From an optimization exercise on the open Yosys and OpenROAD flow, aimed at small area; shortcuts taken in it are not production practice. Function was checked by simulation only, so behaviour that the tests miss may differ from the original. No activity file was given, so power comes from the tool's default toggle rates. The flow treats the clock pin as an ideal source, which a real chip does not have.

File: design.v
module pm8121_crc_rom (
    input  wire [7:0] idx,
    output wire [7:0] val
);
    assign val[0] = idx[2] ^ idx[4] ^ idx[5];
    assign val[1] = idx[0] ^ idx[3] ^ idx[5] ^ idx[6];
    assign val[2] = idx[0] ^ idx[1] ^ idx[4] ^ idx[6] ^ idx[7];
    assign val[3] = idx[0] ^ idx[1] ^ idx[4] ^ idx[7];
    assign val[4] = idx[0] ^ idx[1] ^ idx[4];
    assign val[5] = idx[1] ^ idx[2] ^ idx[5];
    assign val[6] = idx[0] ^ idx[2] ^ idx[3] ^ idx[6];
    assign val[7] = idx[1] ^ idx[3] ^ idx[4] ^ idx[7];
endmodule
module pm8121_codec (
    input  wire        clk,
    input  wire        rst,
    input  wire        cmd_valid,
    output wire        cmd_ready,
    input  wire [15:0] cmd,
    output reg         rd_valid,
    output wire [7:0]  rd_data,
    input  wire        rx_valid,
    output wire        rx_ready,
    input  wire [9:0]  rx_word,
    output wire        tx_valid,
    input  wire        tx_ready,
    output wire [7:0]  tx_data,
    output wire        tx_last,
    input  wire        tx_fail
);
    localparam integer LW = 4;                
    localparam integer RL = 1 << LW;          
    localparam integer NR = 256 / RL;         
    localparam integer EL = 253 - (NR - 1) * RL;   
    localparam [7:0] OPC_NOP         = 8'h00;
    localparam [7:0] OPC_CRC_CLEAR   = 8'h01;
    localparam [7:0] OPC_CRC_UPDATE  = 8'h02;
    localparam [7:0] OPC_ENC_BEGIN   = 8'h10;
    localparam [7:0] OPC_ENC_ARG     = 8'h11;
    localparam [7:0] OPC_ENC_EMIT    = 8'h12;
    localparam [7:0] OPC_RX_BEGIN    = 8'h20;
    localparam [7:0] OPC_REG_READ    = 8'h30;
    localparam [7:0] OPC_RXBUF_READ  = 8'h31;
    localparam [7:0] OPC_ENCBUF_READ = 8'h32;
    localparam [2:0] ENC_IDLE = 3'd0, ENC_OPEN = 3'd1, ENC_SENT = 3'd2,
                     ENC_TOO_LONG = 3'd3, ENC_SEND_FAILURE = 3'd4,
                     ENC_NOT_OPEN = 3'd5;
    localparam [2:0] RX_IDLE = 3'd0, RX_START = 3'd1, RX_LENGTH = 3'd2,
                     RX_DATA = 3'd3, RX_CHECKSUM = 3'd4, RX_END = 3'd5,
                     RX_DONE = 3'd6;
    localparam [3:0] ST_NONE = 4'd0, ST_BUSY = 4'd1, ST_OK = 4'd2,
                     ST_REPLY_TOO_SHORT = 4'd3, ST_OUT_OF_BAND = 4'd4,
                     ST_NAK = 4'd5, ST_UNRECOGNIZED_CONTROL = 4'd6,
                     ST_NO_MORE_DATA = 4'd7, ST_RECEIVE_FAILURE = 4'd8;
    localparam [1:0] FLT_NONE = 2'd0, FLT_BAD_LENGTH = 2'd1,
                     FLT_CRC_MISMATCH = 2'd2, FLT_BAD_ETX = 2'd3;
    localparam [7:0] STX = 8'hA5, ETX = 8'h5A, ACK = 8'h06, NAK = 8'h15;
    localparam [1:0] KIND_BYTE = 2'd0, KIND_EOS = 2'd1, KIND_FAIL = 2'd2,
                     KIND_RSVD = 2'd3;
    localparam [2:0] TX_IDLE = 3'd0, TX_STX = 3'd1, TX_LEN = 3'd2,
                     TX_BODY = 3'd3, TX_CRC = 3'd4, TX_ETX = 3'd5;
    reg  [7:0] crc_acc;
    reg        cmd_illegal;
    reg        rx_illegal;
    reg  [2:0] enc_status;
    reg  [7:0] enc_opcode;
    reg  [7:0] enc_nargs;
    reg        enc_pend;      
    reg  [2:0] tx_ph;         
    reg        tx_vld;        
    reg  [7:0] tx_k;          
    reg        tx_pfv;        
    reg  [7:0] tx_pf;
    reg  [7:0] emit_crc;      
    reg  [7:0] dbyte;         
    reg  [2:0] rx_state;
    reg  [3:0] rx_status;
    reg  [7:0] rx_sent_opcode;
    reg  [7:0] rx_len;
    reg  [7:0] rx_count;
    reg  [7:0] rx_crc;
    reg  [1:0] rx_fault;
    reg        f_ack;         
    reg        f_nak;         
    reg        f_echo;        
    reg        rx_pend;       
    reg  [7:0] rx_pdata;
    reg  [LW-1:0] pos;        
    reg  [LW-1:0] pos_l;      
    always @(posedge clk) begin
        if (rst) begin
            pos   <= {LW{1'b0}};
            pos_l <= {LW{1'b0}};
        end else begin
            pos   <= pos + 1'b1;
            pos_l <= (pos_l == EL - 1) ? {LW{1'b0}} : pos_l + 1'b1;
        end
    end
    wire [7:0] opc = cmd[15:8];
    wire [7:0] opd = cmd[7:0];
    wire [1:0] rx_kind = rx_word[9:8];
    wire [7:0] rx_byte = rx_word[7:0];
    wire emitting  = (tx_ph != TX_IDLE);
    assign tx_valid = tx_vld;
    assign tx_data  = dbyte;
    assign rd_data  = dbyte;
    assign tx_last  = tx_vld && (tx_ph == TX_ETX);
    wire tx_fire = tx_vld && tx_ready;
    wire st_start = (rx_state == RX_START);
    wire st_len   = (rx_state == RX_LENGTH);
    wire st_data  = (rx_state == RX_DATA);
    wire st_chk   = (rx_state == RX_CHECKSUM);
    wire st_end   = (rx_state == RX_END);
    wire rx_active = st_start || st_len || st_data || st_chk || st_end;
    wire [7:0] enc_ridx = emitting ? tx_k : opd;
    wire       enc_at   = ((&enc_ridx[7:LW]) ? pos_l : pos) == enc_ridx[LW-1:0];
    wire       info_reg = (opc == OPC_REG_READ) && (opd == 8'h17);
    wire [7:0] rx_ridx  = info_reg ? ((rx_status == ST_OUT_OF_BAND) ? 8'd2 : 8'd1) : opd;
    wire       rx_at    = (pos == rx_ridx[LW-1:0]);
    wire       rxw_at    = (pos == rx_count[LW-1:0]);
    wire [LW-1:0] pos_nx = pos + 1'b1;
    wire       rx_commit = rx_pend && (pos_nx == rx_count[LW-1:0]);
    wire [7:0] count_dec = rx_count - 8'd1;
    wire [7:LW] rx_wring = rx_pend ? count_dec[7:LW] : rx_count[7:LW];
    wire       encw_at  = ((&enc_nargs[7:LW]) ? pos_l : pos) == enc_nargs[LW-1:0];
    wire       enc_we;
    wire [7:0] enc_wdata;
    wire       rx_we;
    wire [7:0] rx_wdata;
    wire [7:0] enc_head [0:NR-1];
    wire [7:0] rx_head  [0:NR-1];
    genvar g;
    generate
        for (g = 0; g < NR; g = g + 1) begin : g_ring
            localparam integer ELEN = (g == NR - 1) ? EL : RL;
            reg [8*ELEN-1:0] eb;
            reg [8*RL-1:0] rb;
            wire ew = enc_we && (enc_nargs[7:LW] == g);
            wire rw = rx_we  && (rx_wring == g);
            always @(posedge clk) begin
                eb <= {(ew ? enc_wdata : eb[7:0]), eb[8*ELEN-1:8]};
                rb <= {(rw ? rx_wdata  : rb[7:0]), rb[8*RL-1:8]};
            end
            assign enc_head[g] = eb[7:0];
            assign rx_head[g]  = rb[7:0];
        end
    endgenerate
    wire [7:0] enc_rdata = enc_head[enc_ridx[7:LW]];
    wire [7:0] rx_rdata  = rx_head[rx_ridx[7:LW]];
    wire enc_open  = (enc_status == ENC_OPEN);
    wire arg_wr    = enc_open && (enc_nargs < 8'd253);
    wire arg_wr_nx = enc_open && (enc_nargs < 8'd252);
    wire enc_commit = enc_pend && encw_at;
    wire info_set = (rx_status == ST_OUT_OF_BAND) ||
                    (rx_status == ST_UNRECOGNIZED_CONTROL);
    wire rx_hit = rx_pend && (opd == count_dec);    
    reg cmd_wait;
    always @(*) begin
        case (opc)
            OPC_ENC_ARG:     cmd_wait = enc_pend && !(enc_commit && arg_wr_nx);
            OPC_ENCBUF_READ: cmd_wait = enc_pend || ((opd < 8'd253) && !enc_at);
            OPC_RXBUF_READ:  cmd_wait = enc_pend || rx_hit ||
                                        ((opd != 8'd0) && (opd != 8'd255) && !rx_at);
            OPC_RX_BEGIN:    cmd_wait = enc_pend || rx_pend;
            OPC_REG_READ:    cmd_wait = enc_pend || (info_reg && info_set && !rx_at);
            default:         cmd_wait = enc_pend;
        endcase
    end
    assign cmd_ready = !emitting && !cmd_wait;
    wire cmd_fire = cmd_valid && cmd_ready;
    wire c_crc_clr = cmd_fire && (opc == OPC_CRC_CLEAR);
    wire c_crc_upd = cmd_fire && (opc == OPC_CRC_UPDATE);
    wire c_enc_beg = cmd_fire && (opc == OPC_ENC_BEGIN);
    wire c_enc_arg = cmd_fire && (opc == OPC_ENC_ARG);
    wire c_emit    = cmd_fire && (opc == OPC_ENC_EMIT);
    wire c_rx_beg  = cmd_fire && (opc == OPC_RX_BEGIN);
    wire c_reg_rd  = cmd_fire && (opc == OPC_REG_READ);
    wire c_rxb_rd  = cmd_fire && (opc == OPC_RXBUF_READ);
    wire c_encb_rd = cmd_fire && (opc == OPC_ENCBUF_READ);
    wire c_read    = c_reg_rd || c_rxb_rd || c_encb_rd;
    wire c_illegal = cmd_fire &&
                     (opc != OPC_NOP) && (opc != OPC_CRC_CLEAR) && (opc != OPC_CRC_UPDATE) &&
                     (opc != OPC_ENC_BEGIN) && (opc != OPC_ENC_ARG) && (opc != OPC_ENC_EMIT) &&
                     (opc != OPC_RX_BEGIN) && (opc != OPC_REG_READ) &&
                     (opc != OPC_RXBUF_READ) && (opc != OPC_ENCBUF_READ);
    wire arg_now  = c_enc_arg && !enc_pend && arg_wr && encw_at;    
    wire arg_hold = c_enc_arg && (enc_pend || (arg_wr && !encw_at));  
    wire arg_long = c_enc_arg && !enc_pend && enc_open && !arg_wr;
    wire arg_bad  = c_enc_arg && !enc_open && (enc_status != ENC_TOO_LONG);
    assign enc_we    = enc_commit || arg_now;
    assign enc_wdata = enc_pend ? dbyte : opd;
    wire [7:0] crc_idx = emitting ? (emit_crc ^ dbyte) : (crc_acc ^ opd);
    wire [7:0] crc_next;
    wire [7:0] rx_crc_next;
    pm8121_crc_rom u_rom    (.idx(crc_idx),          .val(crc_next));
    wire [7:0] rx_crc_idx = rx_crc ^ rx_byte;
    pm8121_crc_rom u_rx_rom (.idx(rx_crc_idx), .val(rx_crc_next));
    wire [7:0] rx_remaining  = rx_len - rx_count;
    wire       rlen_set      = (rx_status == ST_OK) ||
                               ((rx_status == ST_NAK) && (rx_count >= 8'd3));
    wire [7:0] rx_result_len = rlen_set ? (rx_count - 8'd3) : 8'h00;
    reg [7:0] reg_rdata;
    always @(*) begin
        case (opd)
            8'h00: reg_rdata = crc_acc;
            8'h01: reg_rdata = {6'd0, rx_illegal, cmd_illegal};
            8'h08: reg_rdata = {5'd0, enc_status};
            8'h09: reg_rdata = enc_opcode;
            8'h0A: reg_rdata = enc_nargs;
            8'h10: reg_rdata = {5'd0, rx_state};
            8'h11: reg_rdata = {4'd0, rx_status};
            8'h12: reg_rdata = rx_sent_opcode;
            8'h13: reg_rdata = rx_len;
            8'h14: reg_rdata = rx_count;
            8'h15: reg_rdata = rx_remaining;
            8'h16: reg_rdata = rx_crc;
            8'h17: reg_rdata = info_set ? rx_rdata : 8'h00;
            8'h18: reg_rdata = {6'd0, rx_fault};
            8'h19: reg_rdata = rx_result_len;
            default: reg_rdata = 8'h00;
        endcase
    end
    wire [7:0] rxbuf_rdata  = (opd == 8'd255) ? 8'h00 :
                              (opd == 8'd0)   ? rx_len : rx_rdata;
    wire [7:0] encbuf_rdata = (opd >= 8'd253) ? 8'h00 : enc_rdata;
    wire [7:0] rd_result    = opc[1] ? encbuf_rdata : opc[0] ? rxbuf_rdata : reg_rdata;
    always @(posedge clk) begin
        if (rst) begin
            crc_acc     <= 8'h00;
            cmd_illegal <= 1'b0;
            rd_valid    <= 1'b0;
        end else begin
            rd_valid <= c_read;
            if (c_crc_clr)
                crc_acc <= 8'h00;
            else if (c_crc_upd)
                crc_acc <= crc_next;
            if (c_illegal)
                cmd_illegal <= 1'b1;
        end
    end
    wire tx_end = tx_fire && (tx_ph == TX_ETX);
    wire tx_more  = (tx_k != enc_nargs);
    wire tx_room  = !tx_pfv || (tx_fire && (tx_ph == TX_BODY));
    wire tx_fetch = emitting && (tx_ph <= TX_BODY) && tx_more && enc_at && tx_room;
    wire tx_d_take = tx_fire ? ((tx_ph == TX_BODY) && !tx_pfv) : !tx_vld;
    wire tx_pf_take = tx_fetch && !tx_d_take;
    always @(posedge clk) begin
        if (rst) begin
            enc_status <= ENC_IDLE;
            enc_opcode <= 8'h00;
            enc_nargs  <= 8'd0;
            enc_pend   <= 1'b0;
            tx_ph      <= TX_IDLE;
            tx_vld     <= 1'b0;
        end else begin
            if (c_enc_beg) begin
                enc_opcode <= opd;
                enc_status <= ENC_OPEN;
            end else if (arg_long) begin
                enc_status <= ENC_TOO_LONG;
            end else if (arg_bad || (c_emit && !enc_open && (enc_status != ENC_TOO_LONG))) begin
                enc_status <= ENC_NOT_OPEN;
            end else if (tx_end) begin
                enc_status <= tx_fail ? ENC_SEND_FAILURE : ENC_SENT;
            end
            if (c_enc_beg)
                enc_nargs <= 8'd0;
            else if (enc_commit || arg_now)
                enc_nargs <= enc_nargs + 8'd1;
            if (arg_hold)
                enc_pend <= 1'b1;
            else if (enc_commit)
                enc_pend <= 1'b0;
            if (c_read || arg_hold)
                dbyte <= c_read ? rd_result : opd;
            if (c_emit && enc_open) begin
                tx_ph    <= TX_STX;
                tx_vld   <= 1'b1;
                dbyte    <= STX;
                tx_k     <= 8'd0;
                tx_pfv   <= 1'b0;
                emit_crc <= 8'h00;
            end
            if (tx_fire) begin
                case (tx_ph)
                    TX_STX: begin
                        tx_ph <= TX_LEN;
                        dbyte <= enc_nargs + 8'd2;
                    end
                    TX_LEN: begin
                        emit_crc <= crc_next;
                        tx_ph    <= TX_BODY;
                        dbyte    <= enc_opcode;
                    end
                    TX_BODY: begin
                        emit_crc <= crc_next;
                        if (tx_pfv) begin
                            dbyte  <= tx_pf;
                        end else if (!tx_more) begin
                            tx_ph <= TX_CRC;
                            dbyte <= crc_next;
                        end else if (tx_fetch) begin
                            dbyte <= enc_rdata;
                        end else begin
                            tx_vld <= 1'b0;
                        end
                    end
                    TX_CRC: begin
                        tx_ph <= TX_ETX;
                        dbyte <= ETX;
                    end
                    default: begin
                        tx_ph  <= TX_IDLE;
                        tx_vld <= 1'b0;
                    end
                endcase
            end else if (emitting && !tx_vld && tx_fetch) begin
                dbyte  <= enc_rdata;
                tx_vld <= 1'b1;
            end
            if (tx_fetch)
                tx_k <= tx_k + 8'd1;
            if (tx_pf_take)
                tx_pf <= enc_rdata;
            if (tx_pf_take)
                tx_pfv <= 1'b1;
            else if (tx_fire && (tx_ph == TX_BODY))
                tx_pfv <= 1'b0;
        end
    end
    assign rx_ready = rx_active && !c_rx_beg && (!rx_pend || rx_commit);
    wire rx_fire   = rx_valid && rx_ready;
    wire byte_fire = rx_fire && (rx_kind == KIND_BYTE);
    wire b_stx  = (rx_byte == STX);
    wire b_zero = (rx_byte == 8'h00);
    wire b_one  = (rx_byte == 8'h01);
    wire b_etx  = (rx_byte == ETX);
    wire crc_ok = (rx_crc_idx == 8'h00);
    wire [7:0] count_inc = rx_count + 8'd1;
    wire len_ok   = byte_fire && st_len && !b_zero;        
    wire grow     = len_ok || (byte_fire && st_data);      
    wire bad_len  = byte_fire && st_len && b_zero;
    wire bad_crc  = byte_fire && st_chk && !crc_ok;
    wire bad_etx  = byte_fire && st_end && !b_etx;
    wire dispatch = byte_fire && st_end && b_etx;
    wire clear    = c_rx_beg || bad_crc || bad_etx;        
    wire data_fire = byte_fire && st_data;
    assign rx_we    = rx_commit || (data_fire && !rx_pend && rxw_at);
    assign rx_wdata = rx_pend ? rx_pdata : rx_byte;
    reg [3:0] disp_status;
    always @(*) begin
        if (rx_count < 8'd2)
            disp_status = ST_REPLY_TOO_SHORT;
        else if (f_ack)
            disp_status = (rx_count < 8'd3) ? ST_REPLY_TOO_SHORT :
                          f_echo ? ST_OK : ST_OUT_OF_BAND;
        else if (f_nak)
            disp_status = ST_NAK;
        else
            disp_status = ST_UNRECOGNIZED_CONTROL;
    end
    always @(posedge clk) begin
        if (rst) begin
            rx_illegal     <= 1'b0;
            rx_state       <= RX_IDLE;
            rx_status      <= ST_NONE;
            rx_sent_opcode <= 8'h00;
            rx_len         <= 8'h00;
            rx_count       <= 8'h00;
            rx_crc         <= 8'h00;
            rx_fault       <= FLT_NONE;
            rx_pend        <= 1'b0;
        end else begin
            if (data_fire && (rx_pend || !rxw_at))
                rx_pend <= 1'b1;
            else if (rx_commit)
                rx_pend <= 1'b0;
            if (rx_fire && (rx_kind == KIND_RSVD))
                rx_illegal <= 1'b1;
            if (c_rx_beg)
                rx_sent_opcode <= opd;
            if (clear) begin
                rx_count <= 8'h00;
                rx_crc   <= 8'h00;
            end else if (grow) begin
                rx_count <= count_inc;
                rx_crc   <= rx_crc_next;
            end
            if (clear)
                rx_len <= 8'h00;
            else if (len_ok)
                rx_len <= rx_byte;
            if (c_rx_beg)
                rx_fault <= FLT_NONE;
            else if (bad_len)
                rx_fault <= FLT_BAD_LENGTH;
            else if (bad_crc)
                rx_fault <= FLT_CRC_MISMATCH;
            else if (bad_etx)
                rx_fault <= FLT_BAD_ETX;
            if (c_rx_beg)
                rx_status <= ST_BUSY;
            else if (dispatch)
                rx_status <= disp_status;
            else if (rx_fire && (rx_kind == KIND_EOS))
                rx_status <= ST_NO_MORE_DATA;
            else if (rx_fire && (rx_kind == KIND_FAIL))
                rx_status <= ST_RECEIVE_FAILURE;
            if (c_rx_beg || bad_len || bad_crc || bad_etx)
                rx_state <= RX_START;
            else if (dispatch || (rx_fire && ((rx_kind == KIND_EOS) || (rx_kind == KIND_FAIL))))
                rx_state <= RX_DONE;
            else if (byte_fire && st_start && b_stx)
                rx_state <= RX_LENGTH;
            else if (len_ok)
                rx_state <= b_one ? RX_CHECKSUM : RX_DATA;
            else if (byte_fire && st_data && (rx_remaining == 8'd1))
                rx_state <= RX_CHECKSUM;
            else if (byte_fire && st_chk)
                rx_state <= RX_END;     
        end
    end
    always @(posedge clk) begin
        if (data_fire && (rx_pend || !rxw_at))
            rx_pdata <= rx_byte;
        if (data_fire && (rx_count == 8'd1)) begin
            f_ack <= (rx_byte == ACK);
            f_nak <= (rx_byte == NAK);
        end
        if (data_fire && (rx_count == 8'd2))
            f_echo <= (rx_byte == rx_sent_opcode);
    end
endmodule
File: flow/run.sh
#!/bin/bash
# The standard layout (standard.sh) with three changes:
#  1. synthesis uses flow/my_synth.tcl: the standard flow's synthesis script with an
#     area-oriented ABC mapping of the combinational logic (same registers);
#  2. clock tree synthesis runs without dummy loads, with clkbuf_8 in the tree
#     above the sink clusters;
#  3. the buffer placed on every input and output port is buf_1.
# The clock period, constraints, floorplan, power grid, tap cells,
# placement, routing and finishing are the standard flow's own.
set -euo pipefail
here=$(pwd)
sed "s#SYNTH_SCRIPT=[^ ]*#SYNTH_SCRIPT=$here/flow/my_synth.tcl#" standard.sh > my_standard.sh
grep -q "SYNTH_SCRIPT=$here/flow/my_synth.tcl" my_standard.sh
bash my_standard.sh synth > synth.log 2>&1
export CTS_ARGS="-sink_clustering_enable -repair_clock_nets -dont_use_dummy_load -sink_clustering_size 30 -sink_clustering_max_diameter 80 -tree_buf sky130_fd_sc_hd__clkbuf_8"
export BUFFER_PORTS_ARGS="-buffer_cell sky130_fd_sc_hd__buf_1"
bash standard.sh > standard.log 2>&1
File: flow/my_synth.tcl
# The standard synthesis script (synth_recipe.tcl) with one change: ORFS's
# final ABC technology mapping of the combinational logic runs Yosys's default
# liberty-mapping script (with &nf area recovery) instead of ORFS's
# delay-oriented abc_speed.script. Flip-flops are mapped by dfflibmap before
# this step, so the registers, their names and their cells are unchanged.
proc synth {args} { yosys synth -nofsm -noshare {*}$args }
proc abc {args} {
  set keep {}
  set i 0
  while {$i < [llength $args]} {
    set a [lindex $args $i]
    if {$a in {-liberty -dont_use}} {
      lappend keep $a [lindex $args [expr {$i + 1}]]
      incr i 2
    } elseif {$a in {-script -constr -D}} {
      incr i 2
    } else {
      lappend keep $a
      incr i
    }
  }
  yosys abc {*}$keep -script "+strash;&get,-n;&fraig,-x;&put;scorr;dc2;dretime;strash;&get,-n;&dch,-f;&nf,-R,1000;&put"
}
source $::env(SCRIPTS_DIR)/synth.tcl
# left out here: clear keep_hierarchy, flatten, clean up, hide names made inside functions, write 1_2_yosys.v
File: standard.sh
#!/bin/bash
# synth_recipe.tcl (not shown) runs the flow's synth.tcl, then flattens the netlist and writes it again
# the make line also repeats each setting of config.mk as NAME=value (left out here)
make -C /OpenROAD-flow-scripts/flow DESIGN_CONFIG=/design/flow/config.mk WORK_HOME=/design/flow/orfs CLKGATE_MAP_FILE= SYNTH_SCRIPT=/design/flow/synth_recipe.tcl "${@:-finish}"
File: config.mk
export PLATFORM = sky130hd
export DESIGN_NAME = pm8121_codec
export DESIGN_NICKNAME = pm8121_codec
export VERILOG_FILES = /design/flow/design.v
export SDC_FILE = /design/flow/constraint.sdc
export NUM_CORES = 4
export LEC_CHECK = 0
export CAP_MARGIN = 20
export CORE_MARGIN = 2
export CORE_UTILIZATION = 40
export CTS_CLUSTER_DIAMETER = 80
export CTS_CLUSTER_SIZE = 30
export SLEW_MARGIN = 20
File: constraint.sdc
create_clock -name core_clock -period 10.0 [get_ports {clk}]
set_input_delay 2.0000 -clock core_clock [delete_from_list [all_inputs] [get_ports {clk}]]
set_output_delay 2.0000 -clock core_clock [all_outputs]
set_load 0.01 [all_outputs]
==> results by group, run 1 <==
Run status
  • Outcome: timing/DRC/antenna clean

Floorplan
  • Row cnt: ~180
  • Die area: about 240000 µm²
  • Initial core utilization: 40.1%
  • IO Pins: between 50 and 60
  • Core area: 235000 µm²
  • Die X: 489 µm
  • Chip height: 489 µm

Yosys
  • Yosys warns: 1
  • Synth Register Bits: 4201
  • Most numerous cell in the Yosys netlist: dfxtp_1
  • Library cells used by synthesis: 57
  • Post-synth top cells: dfxtp_1, nor2_1, a21oi_1
  • Mapped Nets: 5961
  • Area contributors post-synth: dfxtp_1, nor2_1, a21oi_1, edfxtp_1, nand2_1
  • Largest area contributor in the netlist: dfxtp_1
  • Synth async-reset ratio: 0%
  • Post-synth EDFFs: 44
  • Post-synthesis sequential area ratio: 89.8%
  • Syn avg cell area: 15.9 µm²
  • Top FF cell, synth: dfxtp_1
  • Mapped Area: 94200 µm²
  • Yosys top cell area share: around nine tenths
  • Post-Syn Instances: 5905

Timing
  • Measured slew at the worst slew-check pin: 1210 ps
  • Min Tclk post-route: 8410 ps
  • RSZ-0062 raised after global routing: no
  • Final setup skew: 169 ps
  • Tcrit/Tclk final: 84.1%
  • Max-slew headroom: 19.1%
  • Fin Setup TNS: 0 ps
  • Fmax: 0.119 GHz
  • Final Hold Viols: 0
  • Final slew viol count: 0
  • Final setup violation count: 0

Drt
  • Final wirelength: between 150000 and 200000 µm
  • Drt pass-1 iters: 10
  • Iter 0 DRT Violations: 2951
  • Wirelength per Cell: 17.4 µm
  • DR vias/cell: about 4.3
  • Drt drc: 0
  • Via count: approximately 40000
  • Routed Antenna Nets: 0

Setup path
  • Crit-path max FO: 14
  • Critical Path Start: cmd[7]
  • Critical Path Max Stage Delay: 610 ps
  • FF-to-FF Start: tx_ph[1]$_SDFF_PP0_
  • Slowest library cell on the worst path: nor4_1
  • CP Launch Type: primary input
  • Element type at the critical path end: primary output
  • Req. time, crit path: 8000 ps
  • Setup slack, reg-to-reg: around 2500 ps
  • Cell breakdown of the critical path: buf_1, mux2i_1, or2_0, nor2_1, mux2i_1, xor2_1, nor4_1, nor3b_1, nor4_1, nand2_1, nor3_2, buf_4, a2111oi_0, buf_1
  • Crit Path Class: in -> out
  • Critical Path AT: 6410 ps

CTS
  • CTS tree: yes
  • Hold bufs inserted after CTS: 0
  • Worst-skew pair later-pin latency: ~900 ps
  • Post-CTS Setup Inserts: 0
  • Longest Clk Path Bufs: 3
  • TritonCTS buffer count: 163
  • Resized cells post-CTS: 0
  • Clk sink count: 4201
  • CTS root buf: clkbuf_16
  • CTS clk-pin slew, worst paths: 100 ps
  • Htree depth: 4

GRT
  • Largest net degree at the start of global routing: 31
  • Global route total overflow: 0
  • First-pass GRT wire length: 240000 µm
  • Initial antenna violation count: 4
  • GR Util All Layers: a little over an eighth
  • Vias in the first global route: 38300

Placed design
  • Port Buffers: 52
  • Detail Placement HPWL: 107000 µm
  • Placed Area: just under 100000 µm²
  • GP Congestion: 0.880
  • Cells after DPL: 9177

Cells and area
  • # nets final: 6249
  • P&R area growth vs syn: 9.34%
  • Design Area, Final: 103000 µm²
  • Post-route insts no fill: approximately 9300
  • Share of cells above drive strength 1: 4.46%

Min path
  • Min-delay worst type: reg -> reg
  • Hold wc startpoint: g_ring[11].rb[65]$_DFF_P_

Power and ir drop
  • Max VDD drop: around 0.00018 V
  • Tot Pwr: roughly 24000 µW
  • Pleak: a little under 0.04 µW
  • PD cells: 236 nW/µm²

Run
  • Max Cap Viol: 0
## worst max-delay path, delay by kind of cell
family / cells / cell delay [ps]
compound gates: 1 / 170
simple gates: 7 / 2480
mux: 2 / 590
buf+inv: 3 / 1070
xor+xnor: 1 / 90
## power by group
group,switching (µW),internal (µW)
sequential,20.0,16800
clock,4500,2770
combinational,152,55.9
total,4670,19600
## registers in the layout, summed over array words and instances, names as in the netlist, 2 cells and up
register,cells
g_ring.rb,2048
g_ring.eb,2024
crc_acc,8
dbyte,8
emit_crc,8
enc_nargs,8
enc_opcode,8
rx_count,8
rx_crc,8
rx_len,8
rx_pdata,8
rx_sent_opcode,8
tx_k,8
tx_pf,8
pos,4
pos_l,4
rx_status,4
enc_status,3
rx_state,3
tx_ph,3
rx_fault,2
## final timing paths
| kind | end | cells past startpoint |
|---|---|---|
| worst min-delay path | g_ring[11].rb[57]$_DFF_P_ | 0 |
| worst max register to register | rx_count[7]$_SDFFE_PP0P_ | 22 |
| worst min register to register | g_ring[11].rb[57]$_DFF_P_ | 0 |
| worst max-delay path | rx_ready | 14 |
## metal layers
layer	up-vias	GRT usage, %	routed length, µm
met1	19400	19.4	81900
met2	739	20.4	69600
met3	272	2.15	6590
met5	-	0	0
li1	19800	-	-
met4	0	4.37	4620
## layout by cell type, fill, tap and decap left out, drive strengths merged, types with 25 or more instances in the layout
master / netlist / final
dfxtp: 4157 / 4157
nor2: 371 / 371
a21oi: 265 / 265
nand2: 226 / 226
clkbuf: 0 / 164
o21ai: 145 / 145
buf: 8 / 130
xnor2: 66 / 66
nor3: 66 / 66
xor2: 57 / 57
a222oi: 52 / 52
mux2i: 49 / 49
nand3: 44 / 44
edfxtp: 44 / 44
a221oi: 38 / 38
a22oi: 36 / 36
clkinv: 34 / 34
a211oi: 25 / 25
## through the flow
step                      hold WS [ps]  setup slack [ps]  util [%]
final                              213              1590      43.9
after global routing               204              1240      43.9
after CTS                          195              1570      43.9
after detailed placement           312              1400      42.2
after global placement             309              1700      42.2
after floorplan                    310               893         -
## final cells by class
cell class / count / area [µm²]
Sequential cell: 4201 / 84500
Timing Repair Buffer: 131 / 790
Multi-Input combinational cell: 1662 / 9660
Inverter: 34 / 128
Tap cell: 3150 / 3940
Antenna cell: 7 / 17.5
Clock buffer: 163 / 3900
Fill cell: 20800 / 132000
## cell families after synthesis
logic type / Yosys count / share of synthesized area (%)
adders and majority gates: 24 / 0.327
and+or+nand+nor: 827 / 3.80
buffers and inverters: 42 / 0.199
DFF: 4201 / 89.8
muxes: 49 / 0.521
xor gates and xnor gates: 123 / 1.14
AOI/OAI and AO/OA: 639 / 4.24
==> inputs of run 2 (changes only) <==
--- a/flow/run.sh
+++ b/flow/run.sh
@@ -13,5 +13,5 @@
 grep -q "SYNTH_SCRIPT=$here/flow/my_synth.tcl" my_standard.sh
 bash my_standard.sh synth > synth.log 2>&1
-export CTS_ARGS="-sink_clustering_enable -repair_clock_nets -dont_use_dummy_load -sink_clustering_size 30 -sink_clustering_max_diameter 80 -tree_buf sky130_fd_sc_hd__clkbuf_8"
+export CTS_ARGS="-sink_clustering_enable -repair_clock_nets -dont_use_dummy_load -sink_clustering_size 33 -sink_clustering_max_diameter 80 -tree_buf sky130_fd_sc_hd__clkbuf_8"
 export BUFFER_PORTS_ARGS="-buffer_cell sky130_fd_sc_hd__buf_1"
 bash standard.sh > standard.log 2>&1
==> results by group, run 2 <==
Run status
  • Outcome: timing/DRC/antenna clean

Yosys
  • Syn avg cell area: between 15 and 20 µm²
  • Largest area contributor in the netlist: dfxtp_1
  • Mapped Nets: 5961
  • Simple-Gate Fraction of Synth Area: 3.80%
  • Yosys top cell area share: 88.4%
  • Mapped Area: 94200 µm²
  • Yosys warns: 1
  • Library cells used by synthesis: 57
  • Post-synthesis sequential area ratio: 89.8%
  • Synth Register Bits: 4201
  • Largest family of logic cells by synthesized area: compound AO/OA/AOI/OAI gates
  • Top FF cell, synth: dfxtp_1
  • Synth async-reset ratio: 0%
  • Adder-Cell Fraction of Synth Area: 0.327%
  • Post-synth EDFFs: 44
  • XOR/XNOR share of the synthesized area: 1.14%
  • Most numerous cell in the Yosys netlist: dfxtp_1
  • Post-Syn Instances: 5905
  • Area contributors post-synth: dfxtp_1, nor2_1, a21oi_1, edfxtp_1, nand2_1
  • Post-synth top cells: dfxtp_1, nor2_1, a21oi_1
  • Synth Area in Compound Gates: 4.24%
  • Multiplexer area fraction after synthesis: 0.521%

Timing
  • Max-slew headroom: 18.6%
  • Setup ws final: about 1600 ps
  • Fin Setup TNS: 0 ps
  • Final Hold Viols: 0
  • Final setup violation count: 0
  • Fmax: 0.118 GHz
  • Final slew viol count: 0
  • RSZ-0062 raised after global routing: no
  • Measured slew at the worst slew-check pin: 1210 ps
  • Final setup skew: 123 ps
  • Tcrit/Tclk final: a little over four fifths
  • Min Tclk post-route: 8450 ps

Drt
  • Via count: around 40000
  • Final wirelength: 162000 µm
  • Wirelength per Cell: 17.3 µm
  • DR vias/cell: 4.29
  • Drt pass-1 iters: 9
  • Drt drc: 0
  • Iter 0 DRT Violations: 3217
  • Routed Antenna Nets: 0

Min path
  • Hold wc startpoint: g_ring[11].rb[72]$_DFF_P_
  • Hold Path End: g_ring[11].rb[64]$_DFF_P_
  • Hold path depth: 0
  • Min-delay worst type: reg -> reg

Power and ir drop
  • PD cells: 234 nW/µm²
  • Max VDD drop: approximately 0.00016 V
  • Tot Pwr: around 24000 µW
  • Pleak: 0.0393 µW

Floorplan
  • Die area: ~240000 µm²
  • Core area: roughly 230000 µm²
  • Die X: 489 µm
  • IO Pins: 53
  • Initial core utilization: 40.1%
  • Chip height: a little under 500 µm
  • Row cnt: 178

Setup path
  • Element type at the critical path end: primary output
  • Worst r2r dst: rx_count[7]$_SDFFE_PP0P_
  • FF-to-FF Start: tx_ph[1]$_SDFF_PP0_
  • Crit Path Class: in -> out
  • Setup slack, reg-to-reg: 2480 ps
  • Req. time, crit path: approximately 8000 ps
  • Worst reg-to-reg path cell count: 22
  • CP Launch Type: primary input
  • Crit-path max FO: 14
  • Critical Path AT: 6450 ps

CTS
  • Htree depth: 4
  • TritonCTS buffer count: 150
  • Hold bufs inserted after CTS: 0
  • CTS root buf: clkbuf_16
  • Resized cells post-CTS: 0
  • CTS tree: yes
  • CTS clk-pin slew, worst paths: roughly 110 ps
  • Longest Clk Path Bufs: 3
  • Worst-skew pair later-pin latency: 840 ps
  • Clk sink count: 4201
  • Post-CTS Setup Inserts: 0

Placed design
  • Detail Placement HPWL: 107000 µm
  • Pre-CTS WS: between 1000 and 1500 ps
  • Cells after DPL: 9177
  • GP Congestion: 0.880
  • Port Buffers: between 50 and 60
  • Placed Area: 99000 µm²

Cells and area
  • Share of cells above drive strength 1: around 4.3%
  • Most flop-heavy register: g_ring.rb
  • Largest registers: g_ring.rb: 2048 flops, g_ring.eb: 2024 flops
  • Most common cell after layout, fill and taps aside: dfxtp_1
  • P&R area growth vs syn: 8.98%
  • Most frequent cells in the layout: dfxtp_1, nor2_1, a21oi_1
  • Max reg flops: 2048
  • Design Area, Final: 103000 µm²
  • Post-route insts no fill: 9331
  • # nets final: 6236

Run
  • Max Cap Viol: 0

GRT
  • Largest net degree at the start of global routing: 34
  • Vias in the first global route: 38100
  • GR Util All Layers: a little over an eighth
  • First-pass GRT wire length: 239000 µm
  • Global route total overflow: 0
  • Initial antenna violation count: 3
run 2: logic make-up (layout without fill, tap and decap cells):
kind of cell,Yosys count,in the layout
AO/OA/AOI/OAI,639,639
XOR/XNOR,123,123
adder cells (fa/ha/maj),24,24
buffers and inverters,42,315
flip-flops,4201,4201
multiplexers,49,49
other,0,3
AND/OR/NAND/NOR,827,827
run 2: area by class of cell:
cell class	instances	area, µm²
fill	20800	132000
clock buffer	150	3570
timing repair buffer	131	790
multi-input combinational	1662	9660
tap	3150	3940
antenna	3	7.51
inverter	34	128
sequential	4201	84500
run 2: stage by stage:
step | utilization, % | hold slack (ps)
after CTS | 43.7 | 221
after detailed placement | 42.2 | 312
after global placement | 42.2 | 309
after floorplan | - | 310
final | 43.7 | 239
after global routing | 43.7 | 226
run 2: where the power goes:
group / total, µW / internal [µW] / switching, µW
Sequential: 16800 / 16800 / 20.1
Combinational: 208 / 55.8 / 152
Clock: 6990 / 2560 / 4430
Total: 24000 / 19400 / 4600
run 2: worst max-delay path by stage:
stage / start / end / slack, ps / depth (start not counted)
6_report: cmd[6] / rx_ready / 1550 / 14
5_1_grt: cmd[6] / rx_ready / 1240 / 14
4_1_cts: cmd[6] / rx_ready / 1570 / 14
3_5_place_dp: cmd[6] / rx_count[7]$_SDFFE_PP0P_ / 1400 / 22
3_3_place_gp: cmd[7] / rx_count[7]$_SDFFE_PP0P_ / 1700 / 22
2_1_floorplan: cmd[4] / rx_count[7]$_SDFFE_PP0P_ / 890 / 22
run 2: critical path: stages:
cell,delay (ps)
buf_1,580
mux2i_1,300
or2_0,380
nor2_1,540
mux2i_1,300
xor2_1,90
nor4_1,610
nor3b_1,100
nor4_1,320
nand2_1,340
nor3_2,200
buf_4,290
a2111oi_0,170
buf_1,200
run 2: per-layer routing:
| metal | routed length, µm | vias to the layer above | part of all wire, % | global-route usage [%] |
|---|---|---|---|---|
| met3 | 6570 | 261 | 4.1 | 2.12 |
| met5 | 0 | - | 0 | 0 |
| met2 | 68800 | 766 | 43 | 20.2 |
| met1 | 81700 | 19300 | 50 | 19.4 |
| li1 | - | 19700 | - | - |
| met4 | 4760 | 0 | 2.9 | 4.27 |

==> re-timing with driven ports <==
The flow's constraints put no driver on any port. The routed layouts listed below were extracted and timed again, unchanged, in two steps. Step 1 assumes that a clkbuf_16 drives the clock port and a buf_2 every other input. Step 2 adds t to the input delays and takes it off the output delays; t is the mean of the earliest and latest rising clock arrival at the registers after step 1. Input paths then give back, and output paths get back, about the clock's delay inside the block. a / b / c = no drivers / after step 1 / after step 2; a / b = the first two.
run	t (ns)	setup WS [ns]	worst setup path after step 2	pins driven straight from the clock port
run 1	0.914	1.587 / 1.561 / 1.280	input to register	1
run 2	0.862	1.551 / 1.520 / 1.231	input to register	1
After both steps setup and hold are still met in every run listed. For run 2, which loses most, drivers alone change the setup slack by -0.031 ns; drivers and shift together by -0.320 ns.
